Background: an optimization exercise with open tools, aiming at small area, a short achievable clock period and few clock cycles. Do not read the settings as production practice. In this exercise RTL edits were held to simulation tests only and were not proved equivalent to the original.

==> flow/design.v <==
module wts_core (
    input  wire        clk,
    input  wire        rst,         
    input  wire        cmd_valid,
    output wire        cmd_ready,
    input  wire [31:0] cmd,
    input  wire [31:0] arg,
    output reg         resp_valid,
    output reg  [31:0] resp,
    output reg  [2:0]  status,
    output reg  [31:0] fault_cmd
);
    localparam MAXVOICE    = 4;
    localparam FILTER_SLOT = MAXVOICE;
    localparam [32:0] VTIM = 33'd4194304;           
    localparam [15:0] DUR_ATTACK  = 16'd50000;
    localparam [15:0] DUR_DECAY   = 16'd50000;
    localparam [15:0] DUR_RELEASE = 16'd25000;
    localparam [15:0] TICK_RATE   = 16'd25000;
    localparam signed [31:0] FM_START_DEPTH = 32'sd2000;
    localparam signed [31:0] FM_END_DEPTH   = 32'sd200;
    localparam [31:0] MODENV_STEP = ((32'd16777216 / 32'd2048) << 10) / 32'd25000;
    localparam signed [15:0] FULL_SCALE = 16'sd2047;
    localparam [2:0] M_STOP = 3'd0, M_ATTACK = 3'd1, M_DECAY = 3'd2,
                     M_SUSTAIN = 3'd3, M_RELEASE = 3'd4, M_STOPPING = 3'd5;
    localparam [3:0] OP_INIT = 4'h1, OP_GATEON = 4'h2, OP_GATEOFF = 4'h3,
                     OP_SETATK = 4'h4, OP_SETDEC = 4'h5, OP_SETREL = 4'h6,
                     OP_SETSUS = 4'h7, OP_SELWAVE = 4'h8, OP_SETFREQ = 4'h9,
                     OP_SETFMFREQ = 4'hA, OP_SETMODRATIO = 4'hB, OP_SETPW = 4'hC,
                     OP_ENVSTEP = 4'hD, OP_OSCSTEP = 4'hE, OP_OSCSTEPFM = 4'hF;
    localparam [1:0] S_IDLE = 2'd0, S_EXEC = 2'd1, S_DIV1 = 2'd2, S_DIV2 = 2'd3;
    reg [31:0] ep_attack  [0:1];
    reg [31:0] ep_decay   [0:1];
    reg [31:0] ep_release [0:1];
    reg [11:0] ep_sustain [0:1];
    reg [31:0] env_phase  [0:MAXVOICE];
    reg [2:0]  env_mode   [0:MAXVOICE];
    reg [15:0] env_output [0:MAXVOICE];
    reg [15:0] env_rsl    [0:MAXVOICE];
    reg [15:0] osc_note      [0:MAXVOICE-1];
    reg [31:0] osc_cstep     [0:MAXVOICE-1];
    reg [31:0] osc_cphase    [0:MAXVOICE-1];
    reg [31:0] osc_mstep     [0:MAXVOICE-1];
    reg [31:0] osc_mphase    [0:MAXVOICE-1];
    reg [31:0] osc_mephase   [0:MAXVOICE-1];
    reg [31:0] osc_mestep    [0:MAXVOICE-1];
    reg [31:0] osc_vdiff     [0:MAXVOICE-1];
    reg [31:0] osc_cmv       [0:MAXVOICE-1];
    reg [15:0] osc_sample    [0:MAXVOICE-1];
    reg [31:0] osc_ts        [0:MAXVOICE-1];
    reg [1:0]  wave;
    reg [15:0] mod_ratio;
    reg [11:0] pulse_width;
    reg [1:0]  state;
    reg [31:0] c_reg;
    reg [31:0] a_reg;
    assign cmd_ready = (state == S_IDLE);
    wire [3:0] op   = c_reg[31:28];
    wire [7:0] slot = c_reg[27:20];
    wire       cls  = c_reg[19];
    wire [15:0] imm = c_reg[15:0];
    reg [31:0] mbz_mask;
    always @* begin
        case (op)
            OP_INIT:        mbz_mask = 32'hFFFFFFFE;
            OP_GATEON,
            OP_GATEOFF,
            OP_OSCSTEP,
            OP_OSCSTEPFM:   mbz_mask = 32'hF00FFFFF;
            OP_SETATK,
            OP_SETDEC,
            OP_SETREL,
            OP_SETSUS:      mbz_mask = 32'hFFF7F000;
            OP_SELWAVE:     mbz_mask = 32'hFFFFFFFC;
            OP_SETFREQ,
            OP_SETFMFREQ:   mbz_mask = 32'hF00F0000;
            OP_SETMODRATIO: mbz_mask = 32'hFFFF0000;
            OP_SETPW:       mbz_mask = 32'hFFFFF000;
            OP_ENVSTEP:     mbz_mask = 32'hF007FFFF;
            default:        mbz_mask = 32'hF0000000;
        endcase
    end
    wire env_slot_cmd = (op == OP_GATEON) || (op == OP_GATEOFF) || (op == OP_ENVSTEP);
    wire osc_slot_cmd = (op == OP_SETFREQ) || (op == OP_SETFMFREQ) ||
                        (op == OP_OSCSTEP) || (op == OP_OSCSTEPFM);
    wire err_opcode = (op == 4'h0);
    wire err_rsvd   = !err_opcode && ((c_reg & mbz_mask) != {op, 28'h0});
    wire err_slot   = !err_opcode && !err_rsvd &&
                      ((env_slot_cmd && slot > MAXVOICE) ||
                       (osc_slot_cmd && slot >= MAXVOICE));
    wire fault      = err_opcode || err_rsvd || err_slot;
    wire is_div_cmd = (op == OP_SETATK) || (op == OP_SETDEC) || (op == OP_SETREL) ||
                      (op == OP_SETFREQ) || (op == OP_SETFMFREQ);
    wire [2:0] es = slot[2:0];
    wire [1:0] os = slot[1:0];
    localparam DIV_W = 38;
    reg [DIV_W-1:0] div_quo;        
    reg [16:0]      div_rem;
    reg [15:0]      div_den;
    reg [5:0]       div_cnt;
    wire [17:0] div_trial = {div_rem, div_quo[DIV_W-1]} - {2'b00, div_den};
    wire        div_done  = (div_cnt == 6'd0);
    wire [11:0] raw_clamped = (imm[11:0] < 12'd5) ? 12'd5 : imm[11:0];
    reg  [15:0] seg_dur;
    always @* begin
        case (op)
            OP_SETATK: seg_dur = DUR_ATTACK;
            OP_SETDEC: seg_dur = DUR_DECAY;
            default:   seg_dur = DUR_RELEASE;
        endcase
    end
    wire [31:0] e_phase  = env_phase[es];
    wire [2:0]  e_mode   = env_mode[es];
    wire [15:0] e_output = env_output[es];
    wire [15:0] e_rsl    = env_rsl[es];
    wire [31:0] p_attack  = ep_attack[cls];
    wire [31:0] p_decay   = ep_decay[cls];
    wire [31:0] p_release = ep_release[cls];
    wire [11:0] p_sustain = ep_sustain[cls];
    reg  [32:0] e_t;
    reg  [31:0] e_phase_n;
    reg  [2:0]  e_mode_n;
    reg  [15:0] e_output_n;
    wire [11:0] e_idx     = e_t[21:10];
    wire [11:0] e_dec_rd  = 12'd4095 - e_idx;           
    wire [27:0] e_rel_prod = e_dec_rd * e_rsl;
    wire [15:0] e_rel_v   = e_rel_prod[27:12];
    always @* begin
        e_phase_n  = e_phase;
        e_mode_n   = e_mode;
        e_output_n = e_output;
        case (e_mode)
            M_ATTACK:  e_t = {1'b0, e_phase} + {1'b0, p_attack};
            M_DECAY:   e_t = {1'b0, e_phase} + {1'b0, p_decay};
            M_RELEASE: e_t = {1'b0, e_phase} + {1'b0, p_release};
            default:   e_t = {1'b0, e_phase};
        endcase
        case (e_mode)
            M_ATTACK: begin
                if (e_t >= VTIM) begin
                    e_phase_n = 32'd0;
                    e_mode_n  = M_DECAY;
                end else begin
                    e_phase_n  = e_t[31:0];
                    e_output_n = {4'd0, e_idx};
                end
            end
            M_DECAY: begin
                if (e_t >= VTIM || e_dec_rd <= p_sustain) begin
                    e_phase_n  = 32'd0;
                    e_mode_n   = M_SUSTAIN;
                    e_output_n = {4'd0, p_sustain};
                end else begin
                    e_phase_n  = e_t[31:0];
                    e_output_n = {4'd0, e_dec_rd};
                end
            end
            M_SUSTAIN: begin
                e_output_n = {4'd0, p_sustain};
            end
            M_RELEASE: begin
                if (e_t >= VTIM || e_rel_v <= 16'd1) begin
                    e_phase_n  = 32'd0;
                    e_mode_n   = M_STOPPING;
                    e_output_n = 16'd0;
                end else begin
                    e_phase_n  = e_t[31:0];
                    e_output_n = e_rel_v;
                end
            end
            default: ;
        endcase
    end
    wire [31:0] o_cstep  = osc_cstep[os];
    wire [31:0] o_cphase = osc_cphase[os];
    wire [31:0] o_mstep  = osc_mstep[os];
    wire [31:0] o_mphase = osc_mphase[os];
    wire [31:0] o_mephase = osc_mephase[os];
    wire [31:0] o_mestep = osc_mestep[os];
    wire signed [31:0] o_vdiff = osc_vdiff[os];
    wire signed [31:0] o_cmv   = osc_cmv[os];
    wire [31:0] o_cphase_sum = o_cphase + o_cstep;
    wire [31:0] o_cphase_n   = {10'd0, o_cphase_sum[21:0]};
    wire [11:0] o_idx        = o_cphase_n[21:10];
    reg signed [15:0] o_simple_smp;
    always @* begin
        case (wave)
            2'd0: o_simple_smp = $signed({4'd0, o_idx}) - 16'sd2048;           
            2'd1: o_simple_smp = 16'sd2047 - $signed({4'd0, o_idx});           
            2'd2: o_simple_smp = (o_idx < 12'd2048) ?
                                 $signed({3'd0, o_idx, 1'b0}) - 16'sd2048 :
                                 16'sd6142 - $signed({3'd0, o_idx, 1'b0});     
            default: o_simple_smp = (o_idx < pulse_width) ? FULL_SCALE : -FULL_SCALE;
        endcase
    end
    wire [32:0] f_t        = {1'b0, o_mephase} + {1'b0, o_mestep};
    wire [11:0] f_dec_rd   = 12'd4095 - f_t[21:10];
    wire signed [44:0] f_dprod = $signed({1'b0, f_dec_rd}) * o_vdiff;
    wire signed [44:0] f_dscaled = f_dprod >>> 12;
    reg  [31:0] f_mephase_n;
    reg  signed [31:0] f_cmv_n;
    always @* begin
        f_mephase_n = o_mephase;
        f_cmv_n     = o_cmv;
        if ({1'b0, o_mephase} < VTIM) begin
            if (f_t < VTIM) begin
                f_mephase_n = f_t[31:0];
                f_cmv_n     = FM_END_DEPTH + f_dscaled[31:0];
            end else begin
                f_mephase_n = VTIM[31:0];
                f_cmv_n     = FM_END_DEPTH;
            end
        end
    end
    wire [31:0] f_mphase_sum = o_mphase + o_mstep;
    wire [31:0] f_mphase_n   = {10'd0, f_mphase_sum[21:0]};
    wire signed [12:0] f_m   = 13'sd2047 - $signed({1'b0, f_mphase_n[21:10]});
    wire signed [44:0] f_oprod = f_m * f_cmv_n;
    wire signed [44:0] f_oscaled = (f_oprod >>> 10) >>> 1;
    wire [11:0] f_off  = f_oscaled[11:0];                  
    wire [11:0] f_idx  = o_idx + f_off;                    
    wire signed [15:0] f_smp = 16'sd2047 - $signed({4'd0, f_idx});
    wire [31:0] q_step   = div_quo[31:0];
    wire [47:0] m_prod   = q_step * mod_ratio;
    wire [31:0] m_step   = m_prod[39:8];
    integer k;
    always @(posedge clk) begin
        if (rst) begin
            state      <= S_IDLE;
            c_reg      <= 32'd0;
            a_reg      <= 32'd0;
            resp_valid <= 1'b0;
            resp       <= 32'd0;
            status     <= 3'd0;
            fault_cmd  <= 32'd0;
            wave       <= 2'd0;
            mod_ratio  <= 16'd0;
            pulse_width <= 12'd0;
            div_quo    <= {DIV_W{1'b0}};
            div_rem    <= 17'd0;
            div_den    <= 16'd0;
            div_cnt    <= 6'd0;
            for (k = 0; k < 2; k = k + 1) begin
                ep_attack[k]  <= 32'd0;
                ep_decay[k]   <= 32'd0;
                ep_release[k] <= 32'd0;
                ep_sustain[k] <= 12'd0;
            end
            for (k = 0; k <= MAXVOICE; k = k + 1) begin
                env_phase[k]  <= 32'd0;
                env_mode[k]   <= M_STOP;
                env_output[k] <= 16'd0;
                env_rsl[k]    <= 16'd0;
            end
            for (k = 0; k < MAXVOICE; k = k + 1) begin
                osc_note[k]    <= 16'd0;
                osc_cstep[k]   <= 32'd0;
                osc_cphase[k]  <= 32'd0;
                osc_mstep[k]   <= 32'd0;
                osc_mphase[k]  <= 32'd0;
                osc_mephase[k] <= 32'd0;
                osc_mestep[k]  <= 32'd0;
                osc_vdiff[k]   <= 32'd0;
                osc_cmv[k]     <= 32'd0;
                osc_sample[k]  <= 16'd0;
                osc_ts[k]      <= 32'd0;
            end
        end else begin
            resp_valid <= 1'b0;
            case (state)
                S_IDLE: begin
                    if (cmd_valid) begin
                        c_reg <= cmd;
                        a_reg <= arg;
                        state <= S_EXEC;
                    end
                end
                S_EXEC: begin
                    if (fault) begin
                        if (status == 3'd0)
                            fault_cmd <= c_reg;
                        status     <= status | {err_slot, err_rsvd, err_opcode};
                        resp       <= 32'd0;
                        resp_valid <= 1'b1;
                        state      <= S_IDLE;
                    end else if (is_div_cmd) begin
                        div_rem <= 17'd0;
                        div_cnt <= DIV_W;
                        if (op == OP_SETFREQ || op == OP_SETFMFREQ) begin
                            div_quo <= {imm, 22'd0};
                            div_den <= TICK_RATE;
                        end else begin
                            div_quo <= 38'd16777216;
                            div_den <= {4'd0, raw_clamped};
                        end
                        state <= S_DIV1;
                    end else begin
                        resp       <= 32'd0;
                        resp_valid <= 1'b1;
                        state      <= S_IDLE;
                        case (op)
                            OP_INIT: begin
                                for (k = 0; k < 2; k = k + 1) begin
                                    ep_attack[k]  <= 32'd0;
                                    ep_decay[k]   <= 32'd0;
                                    ep_release[k] <= 32'd0;
                                    ep_sustain[k] <= 12'd0;
                                end
                                for (k = 0; k <= MAXVOICE; k = k + 1) begin
                                    env_phase[k]  <= 32'd0;
                                    env_mode[k]   <= M_STOP;
                                    env_output[k] <= 16'd0;
                                    env_rsl[k]    <= 16'd0;
                                end
                            end
                            OP_GATEON: begin
                                env_phase[es]          <= 32'd0;
                                env_mode[es]           <= M_ATTACK;
                                env_phase[FILTER_SLOT] <= 32'd0;
                                env_mode[FILTER_SLOT]  <= M_ATTACK;
                            end
                            OP_GATEOFF: begin
                                env_rsl[es]   <= e_output;
                                env_phase[es] <= 32'd0;
                                env_mode[es]  <= M_RELEASE;
                            end
                            OP_SETSUS:      ep_sustain[cls] <= imm[11:0];
                            OP_SELWAVE:     wave <= imm[1:0];
                            OP_SETMODRATIO: mod_ratio <= imm;
                            OP_SETPW:       pulse_width <= imm[11:0];
                            OP_ENVSTEP: begin
                                env_phase[es]  <= e_phase_n;
                                env_mode[es]   <= e_mode_n;
                                env_output[es] <= e_output_n;
                                resp           <= {16'd0, e_output_n};
                            end
                            OP_OSCSTEP: begin
                                osc_cphase[os] <= o_cphase_n;
                                osc_sample[os] <= o_simple_smp;
                                resp           <= {{16{o_simple_smp[15]}}, o_simple_smp};
                            end
                            OP_OSCSTEPFM: begin
                                osc_mephase[os] <= f_mephase_n;
                                osc_cmv[os]     <= f_cmv_n;
                                osc_cphase[os]  <= o_cphase_n;
                                osc_mphase[os]  <= f_mphase_n;
                                osc_sample[os]  <= f_smp;
                                resp            <= {{16{f_smp[15]}}, f_smp};
                            end
                            default: ;
                        endcase
                    end
                end
                S_DIV1, S_DIV2: begin
                    if (!div_done) begin
                        div_cnt <= div_cnt - 6'd1;
                        if (!div_trial[17]) begin
                            div_rem <= div_trial[16:0];
                            div_quo <= {div_quo[DIV_W-2:0], 1'b1};
                        end else begin
                            div_rem <= {div_rem[15:0], div_quo[DIV_W-1]};
                            div_quo <= {div_quo[DIV_W-2:0], 1'b0};
                        end
                    end else if (state == S_DIV1 &&
                                 (op == OP_SETATK || op == OP_SETDEC || op == OP_SETREL)) begin
                        div_quo <= {div_quo[27:0], 10'd0};
                        div_rem <= 17'd0;
                        div_den <= seg_dur;
                        div_cnt <= DIV_W;
                        state   <= S_DIV2;
                    end else begin
                        resp       <= 32'd0;
                        resp_valid <= 1'b1;
                        state      <= S_IDLE;
                        case (op)
                            OP_SETATK: ep_attack[cls]  <= div_quo[31:0];
                            OP_SETDEC: ep_decay[cls]   <= div_quo[31:0];
                            OP_SETREL: ep_release[cls] <= div_quo[31:0];
                            OP_SETFREQ: begin
                                osc_cstep[os] <= div_quo[31:0];
                                osc_note[os]  <= imm;
                                osc_ts[os]    <= a_reg;
                            end
                            OP_SETFMFREQ: begin
                                osc_cstep[os]   <= div_quo[31:0];
                                osc_mstep[os]   <= m_step;
                                osc_vdiff[os]   <= FM_START_DEPTH - FM_END_DEPTH;
                                osc_mephase[os] <= 32'd0;
                                osc_mestep[os]  <= MODENV_STEP;
                                osc_note[os]    <= imm;
                                osc_ts[os]      <= a_reg;
                            end
                            default: ;
                        endcase
                    end
                end
            endcase
        end
    end
endmodule
==> flow/run.sh <==
#!/bin/bash
# synth_recipe.tcl (not shown) runs the flow's synth.tcl, then flattens the netlist and writes it again
# the make line also repeats each setting of config.mk as NAME=value (left out here)
make -C /OpenROAD-flow-scripts/flow DESIGN_CONFIG=/design/flow/config.mk WORK_HOME=/design/flow/orfs CLKGATE_MAP_FILE= SYNTH_SCRIPT=/design/flow/synth_recipe.tcl finish
==> flow/config.mk <==
export PLATFORM = sky130hd
export DESIGN_NAME = wts_core
export DESIGN_NICKNAME = wts_core
export VERILOG_FILES = /design/flow/design.v
export SDC_FILE = /design/flow/constraint.sdc
export NUM_CORES = 4
export LEC_CHECK = 0
export CAP_MARGIN = 20
export CORE_MARGIN = 2
export CORE_UTILIZATION = 40
export SLEW_MARGIN = 20
==> flow/constraint.sdc <==
create_clock -name core_clock -period 17.0 [get_ports {clk}]
set_input_delay 3.4000 -clock core_clock [delete_from_list [all_inputs] [get_ports {clk}]]
set_output_delay 3.4000 -clock core_clock [all_outputs]
set_load 0.01 [all_outputs]
==> reports/metrics.yaml <==
worst_setup_path:
  crit_family: "adder cells"
  endpoint: "resp[15]$_SDFFE_PP0P_"
  rrSetupSlack_ns: 1.10
  crit_arrival_ns: 16.58
  slowest_stage: "mux4_2"
  ff2ff_path_depth: 67
  cp.depth: 67
  critPathMaxFanout: 15
  crit_type: "reg2reg"
  cp-end-kind: "flip-flop"
  path_buf_inv: 7
  max_stage_delay_ns: 0.62
  r2r_end: "resp[15]$_SDFFE_PP0P_"
  crit_required_ns: 17.67
  critPathLaunchType: "flip-flop"
floorplan:
  die_area_um2: 243000
  io_pins: 136
  die_w_um: 493
  fp.coreArea_um2: 238000
  start_util_pct: 40.2
  chipHeight_um: 493
  fp-row-count: 179
yosys:
  synth_edf_count: 1293
  yosys.area.top_type: "edfxtp_1"
  netlist.area_leader.share_pct: 40.5
  synthArstFlopShare_pct: 0
  synth_cells: 8557
  ys_ff_latch: 1532
  yosys_warnings: 1
  yosys-top-cells-area: "edfxtp_1, fa_1, mux4_2"
  yosysSeqAreaShare_pct: 45.5
  netlist-cell-type-count: 120
  synth_area_um2: 95800
  synthFlopType: "edfxtp_1"
  avgSynthCellArea_um2: 11.2
global_routing:
  grt_pass1_wl_mm: 406
  track_usage_pct: 21.8
  overflow: 0
  grt_max_degree: 65
  grt_pass1_vias: 67400
  antenna_found_initial: 9
drt:
  firstDrtPassIters: 6
  vias_per_cell: 5.37
  routed_wl_mm: 265
  wire_per_inst_um: 22.0
  drc: 0
  vias: 64700
  ant_nets: 0
  first_iter_violations: 5279
cells_and_area:
  syn_to_final_growth_pct: 11.5
  fin_area_um2: 107000
  multi_input_area_um2: 47900
  largest-register: "env_phase"
  instances_no_fill: 12000
  regArea_um2: 43600
  layout.nets: 9768
  fillers: 21900
  drive_gt1_share_pct: 11.3
  largest_reg_flops: 256
sta:
  report.final.slew_viol_count: 0
  fmax_mhz: 62.9
  finalHoldViolations: 0
  timing.setup.tns_ns: 0
  period_share_pct: 93.6
  setup_viol: 0
  slew_headroom_pct: 23.8
  min_period_ns: 15.90
  skew_ns: 0.0443
  whs_ns: 0.446
  tightest_slew_ns: 1.14
placed_design:
  place_hpwl_mm: 181
  placed_cells: 11700
  port-buffer-count: 103
  place.gp.congestion: 0.869
  place_area_um2: 101000
cts:
  clkLatencyLatePin_ns: 0.84
  clockRootBuffer: "clkbuf_16"
  clkSlewWorstSetupHoldPaths_ns: 0.06
  cts_tree: "built"
  numCtsBuffers: 164
  htree_num_levels: 4
  clock_path_buffers: 3
  hold_buffers: 0
  cts_sinks: 1532
status:
  outcome: "finished clean"
worst_hold_path:
  worstHoldPathType: "reg2reg"
run:
  cap_violations: 0
## tightest hold or removal path, delay by kind of cell (launching register included)
family           cells  cell delay [ns]
flip-flops           1             0.30
AO/OA/AOI/OAI        1             0.05
AND/OR/NAND/NOR      1             0.05
## cells in the mapped netlist, types with 49 or more instances
cell,instances
xnor2_1,155
edfxtp_1,1293
mux2i_1,169
a21o_1,70
buf_2,53
mux4_2,267
o221ai_1,49
xor2_1,67
nand2b_1,58
ha_1,374
nor2_1,1113
clkbuf_1,407
mux2_2,89
inv_1,874
nand2_1,1125
and2_1,327
dfxtp_1,239
o21ai_0,123
a21oi_1,252
fa_1,594
nor3_1,80
and3_1,95
nand3_1,56
## how the worst min path moves through the flow
stage | slack [ns] | endpoint | start | cells after the start
floorplan | 0.42 | env_phase[4][0]$_SDFFE_PP0P_ | env_phase[4][0]$_SDFFE_PP0P_ | 2
CTS | 0.45 | env_phase[4][7]$_SDFFE_PP0P_ | env_phase[4][7]$_SDFFE_PP0P_ | 2
global placement | 0.43 | env_phase[4][9]$_SDFFE_PP0P_ | env_phase[4][9]$_SDFFE_PP0P_ | 2
detailed placement | 0.44 | env_phase[4][7]$_SDFFE_PP0P_ | env_phase[4][7]$_SDFFE_PP0P_ | 2
finish | 0.45 | env_phase[4][25]$_SDFFE_PP0P_ | env_phase[4][25]$_SDFFE_PP0P_ | 2
global route | 0.47 | env_phase[4][20]$_SDFFE_PP0P_ | env_phase[4][20]$_SDFFE_PP0P_ | 2
## placed cells by master, fill, tap and decap left out, drive strengths merged, types with 28 or more instances in the layout
| cell | n |
|---|---|
| nand3 | 57 |
| nand2b | 58 |
| xnor2 | 156 |
| clkdlybuf4s50 | 102 |
| mux2i | 171 |
| a21o | 72 |
| nand2 | 1125 |
| a31oi | 28 |
| o221ai | 49 |
| mux4 | 272 |
| nor2 | 1116 |
| buf | 234 |
| and3 | 95 |
| xor2 | 68 |
| clkinv | 73 |
| o21ai | 167 |
| clkbuf | 206 |
| dfxtp | 239 |
| o21a | 41 |
| inv | 885 |
| ha | 374 |
| or2 | 30 |
| fa | 594 |
| conb | 201 |
| and2 | 333 |
| nor3 | 80 |
| a211oi | 33 |
| mux2 | 90 |
| a21oi | 259 |
| edfxtp | 1293 |
| nor2b | 47 |
## area by class of cell
cell class | instances | area share [%]
well taps | 3167 | 3.71
repair buffers | 337 | 2.63
clock inverters | 99 | 0.867
flip-flops and latches | 1532 | 40.8
clock buffers | 205 | 4.11
inverters | 876 | 3.08
diodes | 9 | 0.0211
multi-input cells | 5822 | 44.8
## logic make-up (layout without fill, tap and decap cells)
kind of cell | Yosys count | in the layout | synth area share, %
multiplexers | 533 | 533 | 9.26
adder cells (fa/ha/maj) | 968 | 968 | 17.3
AO/OA/AOI/OAI | 859 | 859 | 6.11
other | 1 | 210 | 0.00391
XOR/XNOR | 226 | 226 | 2.12
flip-flops | 1532 | 1532 | 45.5
buffers and inverters | 1403 | 1517 | 5.77
AND/OR/NAND/NOR | 3035 | 3035 | 13.9
## timing repair
action | in CTS | in global routing
setup endpoints to repair | 0 | 6
hold endpoints to repair | 0 | 0
gates resized for setup | 0 | 18
setup buffers | 0 | 13
## routing by layer
metal / up-vias / share of wire, % / GRT usage, % / routed length (um)
met3: 447 / 5.9 / 3.09 / 15600
met1: 32900 / 40 / 27.5 / 107000
met4: 2 / 3.9 / 7.94 / 10400
met2: 2129 / 50 / 38.0 / 132000
met5: - / 0.0038 / 0 / 10
li1: 29200 / - / - / -
## per-stage QoR
step	worst slack [ns]	util, %
2_1_floorplan	0.0113	-
3_3_place_gp	0.546	42.6
3_5_place_dp	0.544	42.6
4_1_cts	0.475	44.8
5_1_grt	-0.0313	44.9
6_report	1.10	44.9
Testbench counts, summed over its fixed seeds: cycles 27,424.

==> port drivers added, routing unchanged <==
How much do the figures lean on ideal ports? The routed layout below was timed once more, with nothing changed but the port constraints. Step 1 sets driving cells, clkbuf_16 on the clock port and buf_2 on the other inputs (assumed; they add their load-dependent delay and slew). Step 2 moves the port delays by t, midway between the first and last clock arrival at a register: inputs arrive t later, outputs are due t later. That takes back most of the time a late clock gives input paths. a / b / c = no drivers / after step 1 / after step 2; a / b = the first two.
shift t [ns]: 0.914
slack for setup (ns): 1.095 / 1.095 / 1.095
pins driven straight from the clock port: 1
After both steps setup and hold are still met in this run. The setup slack of this run moves by 0.000 ns with the drivers and by 0.000 ns with both steps.
